This design comes from an exercise in tuning for small area, a short achievable clock period and few clock cycles per item on the open sky130 flow, not from production work. Function was checked by simulation only, so behaviour that the tests miss may differ from the original. Power figures rest on the tool's default switching activity, not on a simulated workload.

## config.mk

```make
export PLATFORM = sky130hd
export DESIGN_NAME = rtpmix_slot
export DESIGN_NICKNAME = rtpmix_slot
export VERILOG_FILES = /design/flow/design.v
export SDC_FILE = /design/flow/constraint.sdc
export NUM_CORES = 4
export LEC_CHECK = 0
export CAP_MARGIN = 20
export CORE_MARGIN = 2
export CORE_UTILIZATION = 40
export SLEW_MARGIN = 20
```

## constraint.sdc

```tcl
create_clock -name core_clock -period 400.0 [get_ports {clk}]
set_input_delay 80.0000 -clock core_clock [delete_from_list [all_inputs] [get_ports {clk}]]
set_output_delay 80.0000 -clock core_clock [all_outputs]
set_load 0.01 [all_outputs]
```

## design.v

```verilog
module rtpmix_slot (
    input  wire         clk,
    input  wire         rst,           
    input  wire         in_valid,
    output wire         in_ready,
    input  wire [7:0]   in_mask,       
    input  wire [127:0] in_samples,    
    output reg          out_valid,
    input  wire         out_ready,
    output reg          out_present,
    output reg  [15:0]  out_data
);
    localparam N_LANES = 8;
    function [15:0] mix;
        input [15:0] a;
        input [15:0] b;
        reg signed [31:0] p;
        reg signed [31:0] q;
        reg signed [31:0] r;
        begin
            p = $signed(a) * $signed(b);
            q = p / 32'sd32767;                  
            if (a[15] && b[15])
                r = $signed(a) + $signed(b) + q;   
            else
                r = $signed(a) + $signed(b) - q;
            if (r > 32'sd32767)
                mix = 16'h7FFF;
            else if (r < -32'sd32768)
                mix = 16'h8000;
            else
                mix = r[15:0];
        end
    endfunction
    reg        acc_present;
    reg [15:0] acc;
    reg [15:0] lane_s;
    integer    l;
    always @(*) begin
        acc_present = 1'b0;
        acc         = 16'd0;
        for (l = 0; l < N_LANES; l = l + 1) begin
            lane_s = in_samples[16*l +: 16];
            if (in_mask[l]) begin
                if (acc_present)
                    acc = mix(acc, lane_s);
                else
                    acc = lane_s;
                acc_present = 1'b1;
            end
        end
    end
    assign in_ready = !out_valid || out_ready;
    always @(posedge clk) begin
        if (rst) begin
            out_valid <= 1'b0;
        end else if (in_ready) begin
            out_valid <= in_valid;
        end
    end
    always @(posedge clk) begin
        if (in_valid && in_ready) begin
            out_present <= acc_present;
            out_data    <= acc;
        end
    end
endmodule
```

## run.sh

```bash
#!/bin/bash
# synth_recipe.tcl (not shown) runs the flow's synth.tcl, then flattens the netlist and writes it again
# the make line also repeats each setting of config.mk as NAME=value (left out here)
make -C /OpenROAD-flow-scripts/flow DESIGN_CONFIG=/design/flow/config.mk WORK_HOME=/design/flow/orfs CLKGATE_MAP_FILE= SYNTH_SCRIPT=/design/flow/synth_recipe.tcl finish
```

==> run summary <==
## through the flow
step,setup slack (ns),total power [mW],utilization [%]
2_1_floorplan,101.88,2300,-
3_3_place_gp,65.96,1990,41.3
3_5_place_dp,61.92,2010,41.3
4_1_cts,61.30,2010,41.3
5_1_grt,40.29,2040,41.3
6_report,59.29,1990,41.3
## routing by layer
metal | vias up | global-route usage, % | wire length (um)
met1 | 79000 | 34.4 | 254000
met2 | 4983 | 41.1 | 258000
met5 | - | 0 | 161
met4 | 28 | 6.46 | 15300
met3 | 802 | 2.47 | 31400
li1 | 75100 | - | -
## synth_stat cells (402+ instances only)
cell type     n
inv_1      2847
fa_1       1848
nand2_1    1815
nor2_1     1533
xnor2_1    1098
a21oi_1    1031
ha_1        938
o21ai_0     683
and2_1      669
nor3_1      500
nand3_1     480
xor2_1      402
## registers in the layout, summed over array words and instances, names as in the netlist
register     cells
out_valid        1
out_present      1
out_data        16
## area by class of cell
cell class	count	area, sq um	area share [%]
Antenna cell	27	67.6	0.0379
Multi-Input combinational cell	17900	156000	87.6
Clock buffer	3	75.1	0.0421
Clock inverter	1	3.75	0.00211
Inverter	2876	10900	6.11
Tap cell	5710	7140	4.01
Timing Repair Buffer	404	3400	1.91
Sequential cell	18	531	0.298
## cell families after synthesis
logic type	count (synthesis)	synth area share (%)
and+or+nand+nor	7774	26.0
muxes	271	1.82
buffers and inverters	3621	9.83
adders and majority gates	2804	28.2
AOI/OAI and AO/OA	5448	25.1
xor gates and xnor gates	1604	8.70
DFF	18	0.306
==> out/results.tsv <==
metric	value	unit
path_buf_inv	78	
synth.net_count	24500	
end_kind	flop	
clock_path_buffers	2	
fin_area	0.178	sq mm
crit_path_top_delay_cell	a222oi_1	
yosysWarnings	1	
hold_class	reg2reg	
cp.depth	1141	
holdPathStages	2	
final.fill_count	44300	
wl	559000	um
startpoint	in_mask[0]	
rsz0062_at_grt	no	
ys.flop_type	edfxtp_1	
tightest_slew	1.20	ns
io_pins	159	
dieArea	0.439	sq mm
worstPathRequired	399.95	ns
cts_made_buffers	3	
holdWs	0.524	ns
post_cts_resized	0	
syn_inst	21500	
max-cap-violations	0	
fin_cells	26900	
pg_clk	0.00214	mW
vdd_drop_max	5510	uV
mostFrequentLayoutCell	inv_1	
switching_share	62.6	%
r2r_end	out_data[15]$_DFFE_PP_	
power.share.combinational	100.0	%
antenna_found_initial	58	
hp-start	out_valid$_SDFFE_PP0N_	
syn2layout_area_growth	2.76	%
worstPathMaxFanout	93	
place.gp.congestion	0.945	
cp_common_cell	a21oi_1	
final_hold_viol_count	0	
reg2reg_slack	398.50	ns
power_frac_clock	0	%
grt_overflow	0	
vias_per_cell	5.93	
status	timing/DRC/antenna clean	
internal_power	744	mW
start_kind	input pin	
slew_headroom	19.7	%
cp_top_family	compound AO/OA/AOI/OAI gates	
fin_nets	24100	
post_route_cells_drive_above_1_share	15.0	%
clock_skew	0.00338	ns
comb_power	1990	mW
dr.first_iter.drc_count	13100	
min_period_over_period	85.2	%
grt_max_degree	94	
hpwl	462000	um
synth.area.top_cells	fa_1, ha_1, inv_1, xnor2_1, nand2_1	
cts_max_level	1	
root_buffer	clkbuf_16	
start_util	40.2	%
holdPathEnd	out_valid$_SDFFE_PP0N_	
ys_seq_area_share	0.306	%
post_cts.repair.setup_buffers	0	
avgSynthCellArea	8.05	sq um
ant_nets	0	
worst-setup-path-type	in2reg	
die_y	662	um
final.setup.tns	0	ns
r2r_cells	2	
grt_usage	24.8	%
reg2reg_from	out_valid$_SDFFE_PP0N_	
cts_tree	yes	
clkSlewWorstSetupHoldPaths	0.06	ns
dp_cells	26900	
coreArea	0.431	sq mm
fp.dieW	662	um
ys_seq_elements	18	
setup_viol	0	
synth_top_cell_by_area	fa_1	
io_buffer_count	158	
final_cell_mix	inv_1, fa_1, nand2_1, nor2_1, xnor2_1	
cts.sinks	18	
critPathArrivalTime	340.66	ns
power_leakage	74.0	nW
hold_buffers	0	
ys_types	250	
vias	160000	
wl_per_cell	20.8	um
dr.pass1.iters	6	
clk_latency	0.26	ns
drcViolationCount	0	
synthArstFlopShare	0	%
p_seq_share	0	%
fin_crit	340.71	ns
max_freq	0.00294	GHz
p_per_area	11200	mW/mm^2
grt_pass1_wl	892000	um
placed_area	0.178	sq mm
netlist_area	0.173	sq mm
drv_slew	0	
grt_pass1_vias	157000	
switchingPower	1250	mW
synth_top_area_share	21.3	%
synth-edff-count	17	
cp-endpoint	out_data[12]$_DFFE_PP_	
power_leader	combinational cells	
slowest_delay	0.91	ns
seq-power	0.462	mW
rows	241	
Testbench counts, summed over its fixed seeds: cycles 32,008, items 32,000.

## re-timing with driven ports
The results above use ideal ports. As a check the final layout listed here was re-extracted and re-timed, cells and wires unchanged.
Step 1 (the two cells are an assumption about what drives the block):
set clk [get_ports {clk}]
set_driving_cell -lib_cell sky130_fd_sc_hd__clkbuf_16 $clk
set_driving_cell -lib_cell sky130_fd_sc_hd__buf_2 [delete_from_list [all_inputs] $clk]
Step 2, shift: input delay + t, output delay - t, t = (earliest + latest rising clock arrival at the registers) / 2. This alone moves slack from input paths to output paths.
Slacks: ideal / step 1 / step 2; pairs: ideal / step 1.
t, ns: 0.287
setup WS [ns]: 59.293 / 59.293 / 59.005
latest minus earliest clock arrival (ns): 0.003 / 0.003
After both steps this run still meets setup and hold. The setup slack of this run moves by 0.000 ns with the drivers and by -0.288 ns with both steps.
